Background: an optimization exercise with open tools, aiming at small area and few clock cycles. Do not read the settings as production practice.
In this exercise RTL edits were held to simulation tests only and were not proved equivalent to the original.
Power is estimated from default activity; no workload was simulated.

==> juniper <==
==> flow/design.v <==
module bq_cmd_decode (
    input  wire [15:0] cmd,
    output reg         legal,
    output wire [4:0]  rsel
);
    wire [3:0] op     = cmd[15:12];
    wire [3:0] regsel = cmd[11:8];
    wire [3:0] fld    = cmd[7:4];
    wire [3:0] rsv    = cmd[3:0];
    wire r0 = (regsel == 4'h0);
    wire r1 = (regsel == 4'h1);
    wire r7 = (regsel == 4'h7);
    wire r8 = (regsel == 4'h8);
    wire r9 = (regsel == 4'h9);
    assign rsel = {r9, r8, r7, r1, r0};
    wire is_writable = r0 | r1 | r7;
    wire is_readonly = r8 | r9;
    wire is_modelled = is_writable | is_readonly;
    wire f0          = (fld == 4'h0);
    wire get_fld     = (r0 & (fld < 4'd3)) | ((r1 | r7) & (fld < 4'd2)) |
                       (r8 & (fld < 4'd6)) | (r9 & (fld < 4'd4));
    wire set_fld     = (r0 & (fld < 4'd3)) | ((r1 | r7) & (fld < 4'd2));
    always @(*) begin
        legal = 1'b0;
        if (rsv == 4'h0) begin
            case (op)
                4'h1:    legal = is_modelled & f0;
                4'h2:    legal = is_writable & f0;
                4'h3:    legal = is_modelled & f0;
                4'h4:    legal = get_fld;
                4'h5:    legal = set_fld;
                4'h6:    legal = is_writable & f0;
                4'h7:    legal = is_readonly & f0;
                4'h8:    legal = r0 & f0;
                default: legal = 1'b0;
            endcase
        end
    end
endmodule
module bq_field_codec (
    input  wire [3:0] regsel,
    input  wire [3:0] fld,
    input  wire [7:0] h_isc,
    input  wire [7:0] h_poc,
    input  wire [7:0] h_moc,
    input  wire [7:0] h_ss,
    input  wire [7:0] h_flt,
    input  wire [7:0] din,
    output reg  [7:0] get_val,
    output reg        set_ok,
    output reg  [7:0] set_isc,
    output reg  [7:0] set_poc,
    output reg  [7:0] set_moc
);
    always @(*) begin
        get_val = 8'h00;
        case ({regsel, fld})
            8'h00: get_val = {7'b0, h_isc[7]};
            8'h01: get_val = {4'b0, h_isc[6:3]};
            8'h02: get_val = {5'b0, h_isc[2:0]};
            8'h10: get_val = (h_poc[5:4] == 2'b11) ? 8'h02 : {6'b0, h_poc[5:4]};
            8'h11: get_val = {5'b0, h_poc[3:1]};
            8'h70: get_val = {7'b0, h_moc[1]};
            8'h71: get_val = {7'b0, h_moc[0]};
            8'h80: get_val = {6'b0, h_ss[7:6]};
            8'h81: get_val = {6'b0, h_ss[5:4]};
            8'h82: get_val = {7'b0, h_ss[3]};
            8'h83: get_val = {7'b0, h_ss[2]};
            8'h84: get_val = {7'b0, h_ss[1]};
            8'h85: get_val = {7'b0, h_ss[0]};
            8'h90: get_val = {7'b0, h_flt[7]};
            8'h91: get_val = {6'b0, h_flt[5:4]};
            8'h92: get_val = {7'b0, h_flt[3]};
            8'h93: case (h_flt[2:0])
                       3'b000:  get_val = 8'h00;
                       3'b101:  get_val = 8'h05;
                       3'b110:  get_val = 8'h06;
                       default: get_val = 8'h07;
                   endcase
            default: ;
        endcase
    end
    always @(*) begin
        set_ok = 1'b0;
        case ({regsel, fld})
            8'h00: set_ok = (din <= 8'd1);
            8'h01: set_ok = (din <= 8'd15);
            8'h02: set_ok = (din <= 8'd7);
            8'h10: set_ok = (din <= 8'd2);
            8'h11: set_ok = (din <= 8'd7);
            8'h70: set_ok = (din <= 8'd1);
            8'h71: set_ok = (din <= 8'd1);
            default: ;
        endcase
    end
    always @(*) begin
        set_isc = h_isc;
        set_poc = h_poc;
        set_moc = h_moc;
        case (fld)
            4'h0: begin
                set_isc[7]   = din[0];
                set_poc[5:4] = din[1:0];
                set_moc[1]   = din[0];
            end
            4'h1: begin
                set_isc[6:3] = din[3:0];
                set_poc[3:1] = din[2:0];
                set_moc[0]   = din[0];
            end
            default: begin
                set_isc[2:0] = din[2:0];
            end
        endcase
    end
endmodule
module bq_addr_info (
    input  wire [7:0] addr,
    output wire [7:0] info
);
    wire valid    = (addr <= 8'h0A);
    wire writable = (addr <= 8'h07);
    wire modelled = (addr == 8'h00) || (addr == 8'h01) || (addr == 8'h07) ||
                    (addr == 8'h08) || (addr == 8'h09);
    assign info = valid ? {1'b1, writable, modelled, 1'b0, addr[3:0]} : 8'h00;
endmodule
module bq24195_csr_engine (
    input  wire        clk,
    input  wire        rst,
    input  wire        cmd_valid,
    output wire        cmd_ready,
    input  wire [15:0] cmd,
    input  wire [7:0]  din,
    output reg         rsp_valid,
    output reg  [7:0]  dout,
    output reg  [2:0]  status,
    output wire        buserr_valid,
    output reg  [7:0]  buserr,
    output reg         bus_req,
    output wire        bus_rd,
    output wire [7:0]  bus_addr,
    output wire [7:0]  bus_wdata,
    input  wire        bus_ack,
    input  wire        bus_err,
    input  wire [7:0]  bus_rdata,
    input  wire [7:0]  bus_err_code
);
    localparam ST_OK            = 3'd0;
    localparam ST_ILLEGAL_OP    = 3'd1;
    localparam ST_ILLEGAL_VALUE = 3'd2;
    localparam ST_NO_VALUE      = 3'd3;
    localparam ST_TRANSPORT     = 3'd4;
    reg [7:0] h_isc, h_poc, h_moc, h_ss, h_flt;
    reg [4:0] v;             
    reg       ba3, ba2, ba0;
    assign cmd_ready    = ~bus_req;
    assign buserr_valid = status[2];
    assign bus_rd       = ba3;
    assign bus_addr     = {4'h0, ba3, ba2, ba2, ba0};
    assign bus_wdata    = ba2 ? h_moc : (ba0 ? h_poc : h_isc);
    wire [3:0] op     = cmd[15:12];
    wire [3:0] regsel = cmd[11:8];
    wire [3:0] fld    = cmd[7:4];
    wire legal;
    wire [4:0] rsel;         
    bq_cmd_decode u_dec (
        .cmd    (cmd),
        .legal  (legal),
        .rsel   (rsel)
    );
    wire [7:0] h_sel = ({8{rsel[0]}} & h_isc) | ({8{rsel[1]}} & h_poc) |
                       ({8{rsel[2]}} & h_moc) | ({8{rsel[3]}} & h_ss)  |
                       ({8{rsel[4]}} & h_flt);
    wire       v_sel = |(rsel & v);
    wire [7:0] get_val;
    wire       set_ok;
    wire [7:0] set_isc, set_poc, set_moc;
    bq_field_codec u_codec (
        .regsel  (regsel),
        .fld     (fld),
        .h_isc   (h_isc),
        .h_poc   (h_poc),
        .h_moc   (h_moc),
        .h_ss    (h_ss),
        .h_flt   (h_flt),
        .din     (din),
        .get_val (get_val),
        .set_ok  (set_ok),
        .set_isc (set_isc),
        .set_poc (set_poc),
        .set_moc (set_moc)
    );
    wire [7:0] addr_info;
    bq_addr_info u_ai (
        .addr (din),
        .info (addr_info)
    );
    wire op_load  = (op == 4'h1);
    wire op_def   = (op == 4'h2);
    wire op_raw   = (op == 4'h3);
    wire op_get   = (op == 4'h4);
    wire op_set   = (op == 4'h5);
    wire op_write = (op == 4'h6);
    wire op_read  = (op == 4'h7);
    wire op_ai    = (op == 4'h8);
    reg [2:0] ex_status;
    reg       ex_bus;
    reg       ex_dout_we;
    reg [7:0] ex_dout;
    reg       ex_h_load, ex_h_def, ex_h_set;
    always @(*) begin
        ex_status  = ST_OK;
        ex_bus     = 1'b0;
        ex_dout_we = 1'b0;
        ex_dout    = 8'h00;
        ex_h_load  = 1'b0;
        ex_h_def   = 1'b0;
        ex_h_set   = 1'b0;
        if (!legal) begin
            ex_status = ST_ILLEGAL_OP;
        end else if (op_load) begin
            ex_h_load = 1'b1;
        end else if (op_def) begin
            ex_h_def = 1'b1;
        end else if (op_raw) begin
            if (!v_sel) ex_status = ST_NO_VALUE;
            else begin ex_dout_we = 1'b1; ex_dout = h_sel; end
        end else if (op_get) begin
            if (!v_sel) ex_status = ST_NO_VALUE;
            else begin ex_dout_we = 1'b1; ex_dout = get_val; end
        end else if (op_set) begin
            if (!set_ok) ex_status = ST_ILLEGAL_VALUE;
            else if (!v_sel) ex_status = ST_NO_VALUE;
            else ex_h_set = 1'b1;
        end else if (op_write) begin
            if (!v_sel) ex_status = ST_NO_VALUE;
            else ex_bus = 1'b1;
        end else if (op_read) begin
            ex_bus = 1'b1;
        end else begin
            ex_dout_we = 1'b1;
            ex_dout    = addr_info;
        end
    end
    wire acc     = cmd_valid & ~bus_req;
    wire ack     = bus_req & bus_ack;
    wire rd_ok   = ack & ~bus_err & ba3;
    always @(posedge clk) begin
        if (rst) begin
            rsp_valid <= 1'b0;
            bus_req   <= 1'b0;
            dout      <= 8'h00;
            status    <= ST_OK;
            buserr    <= 8'h00;
            v         <= 5'b00000;
        end else begin
            rsp_valid <= (acc & ~ex_bus) | ack;
            if (acc & ex_bus)
                bus_req <= 1'b1;
            else if (ack)
                bus_req <= 1'b0;
            if (acc & ~ex_bus) begin
                status <= ex_status;
                buserr <= 8'h00;
                if (ex_dout_we)
                    dout <= ex_dout;
                if (ex_h_load | ex_h_def)
                    v <= v | rsel;
            end else if (ack) begin
                status <= bus_err ? ST_TRANSPORT : ST_OK;
                buserr <= bus_err ? bus_err_code : 8'h00;
                if (rd_ok) begin
                    dout <= bus_rdata;
                    v    <= v | {ba0, ~ba0, 3'b000};
                end
            end
        end
    end
    always @(posedge clk) begin
        if (~bus_req) begin
            ba3 <= cmd[11];
            ba2 <= cmd[10];
            ba0 <= cmd[8];
        end
    end
    wire acc_ld  = acc & ex_h_load;
    wire acc_def = acc & ex_h_def;
    wire acc_set = acc & ex_h_set;
    always @(posedge clk) begin
        if (rsel[0] & acc_ld)  h_isc <= din;
        if (rsel[0] & acc_def) h_isc <= 8'h30;
        if (rsel[0] & acc_set) h_isc <= set_isc;
        if (rsel[1] & acc_ld)  h_poc <= din;
        if (rsel[1] & acc_def) h_poc <= 8'h1B;
        if (rsel[1] & acc_set) h_poc <= set_poc;
        if (rsel[2] & acc_ld)  h_moc <= din;
        if (rsel[2] & acc_def) h_moc <= 8'h0B;
        if (rsel[2] & acc_set) h_moc <= set_moc;
        if ((rsel[3] & acc_ld) | (rd_ok & ~ba0)) h_ss  <= acc ? din : bus_rdata;
        if ((rsel[4] & acc_ld) | (rd_ok &  ba0)) h_flt <= acc ? din : bus_rdata;
    end
endmodule
==> flow/run.sh <==
#!/bin/bash
# synth_recipe.tcl (not shown) runs the flow's synth.tcl, then flattens the netlist and writes it again
# the make line also repeats each setting of config.mk as NAME=value (left out here)
make -C /OpenROAD-flow-scripts/flow DESIGN_CONFIG=/design/flow/config.mk WORK_HOME=/design/flow/orfs CLKGATE_MAP_FILE= SYNTH_SCRIPT=/design/flow/synth_recipe.tcl finish
==> flow/config.mk <==
export PLATFORM = sky130hd
export DESIGN_NAME = bq24195_csr_engine
export DESIGN_NICKNAME = bq24195_csr_engine
export VERILOG_FILES = /design/flow/design.v
export SDC_FILE = /design/flow/constraint.sdc
export NUM_CORES = 4
export LEC_CHECK = 0
export CAP_MARGIN = 20
export CORE_MARGIN = 2
export CORE_UTILIZATION = 40
export PLACE_DENSITY = 0.6
export SLEW_MARGIN = 20
==> flow/constraint.sdc <==
create_clock -name core_clock -period 5.0 [get_ports {clk}]
set_input_delay 1.0000 -clock core_clock [delete_from_list [all_inputs] [get_ports {clk}]]
set_output_delay 1.0000 -clock core_clock [all_outputs]
set_load 0.01 [all_outputs]
==> inputs of delta, as changes to juniper <==
==> flow/flow/run.sh (new file) <==
#!/bin/bash
# The standard layout, with each port buffered by the smallest buffer
# instead of the delay buffer buffer_ports picks by default.
set -euo pipefail
bash standard.sh BUFFER_PORTS_ARGS="-buffer_cell sky130_fd_sc_hd__buf_1" finish > flow_make.log 2>&1
==> flow/standard.sh (new file) <==
#!/bin/bash
# synth_recipe.tcl (not shown) runs the flow's synth.tcl, then flattens the netlist and writes it again
# the make line also repeats each setting of config.mk as NAME=value (left out here)
make -C /OpenROAD-flow-scripts/flow DESIGN_CONFIG=/design/flow/config.mk WORK_HOME=/design/flow/orfs CLKGATE_MAP_FILE= SYNTH_SCRIPT=/design/flow/synth_recipe.tcl "${@:-finish}"
- CTS_BUF_LIST: default -> sky130_fd_sc_hd__clkbuf_4
removed: flow/run.sh
==> results.txt <==
| item | juniper | delta |
|---|---|---|
| Data required time at the worst endpoint | 5000 ps | 5090 ps |
| Crit share post-route | 0.7878 | 0.7412 |
| Worst R2R Start | h_isc[7] | bus_req |
| Maximum number of pins on one net before global-route repair | 21 | 23 |
| Total power of the final layout | 1448 uW | 1129 uW |
| NumNets Final | 612 | 606 |
| Worst setup timing slack at the placement stage | 791.5 ps | 876.9 ps |
| Number of placed cells counting well taps | 696 | 690 |
| Most frequent standard cell in the layout excluding fill and tap cells | clkdlybuf4s50_1 | buf_1 |
| Run status | no timing/DRC/antenna violations | no timing/DRC/antenna violations |
| Fin area | 0.005739 mm2 | 0.005021 mm2 |
| Psw | 368.4 uW | 316.7 uW |
| DRC violation total after the first TritonRoute iteration | 604 | 615 |
Testbench counts of juniper, summed over its fixed seeds: cycles 8,716.
Testbench counts of delta, summed over its fixed seeds: cycles 8,716.

==> afterwards: timing with drivers on the ports <==
No port has a modelled driver above. Below, the same layouts with a new extraction and two added sets of constraints.
Step 1 (the two cells are an assumption about what drives the block):
set clk [get_ports {clk}]
set_driving_cell -lib_cell sky130_fd_sc_hd__clkbuf_16 $clk
set_driving_cell -lib_cell sky130_fd_sc_hd__buf_2 [delete_from_list [all_inputs] $clk]
Step 2 also shifts input and output timing later by t, the mid clock arrival at the registers, as if the neighbouring blocks saw the same clock.
Slacks: ideal ports / drivers / drivers and shift; pairs: ideal ports / drivers.
run	t, ns	setup slack, ns	worst hold slack (ns)	worst setup path at the end
juniper	0.366	1.061 / 1.078 / 0.712	0.453 / 0.453 / 0.453	input to register
delta	0.463	1.294 / 1.301 / 0.838	0.462 / 0.462 / 0.462	input to register
After both steps setup and hold are still met in every run listed. For delta, which loses most, drivers alone change the setup slack by +0.007 ns; drivers and shift together by -0.456 ns.
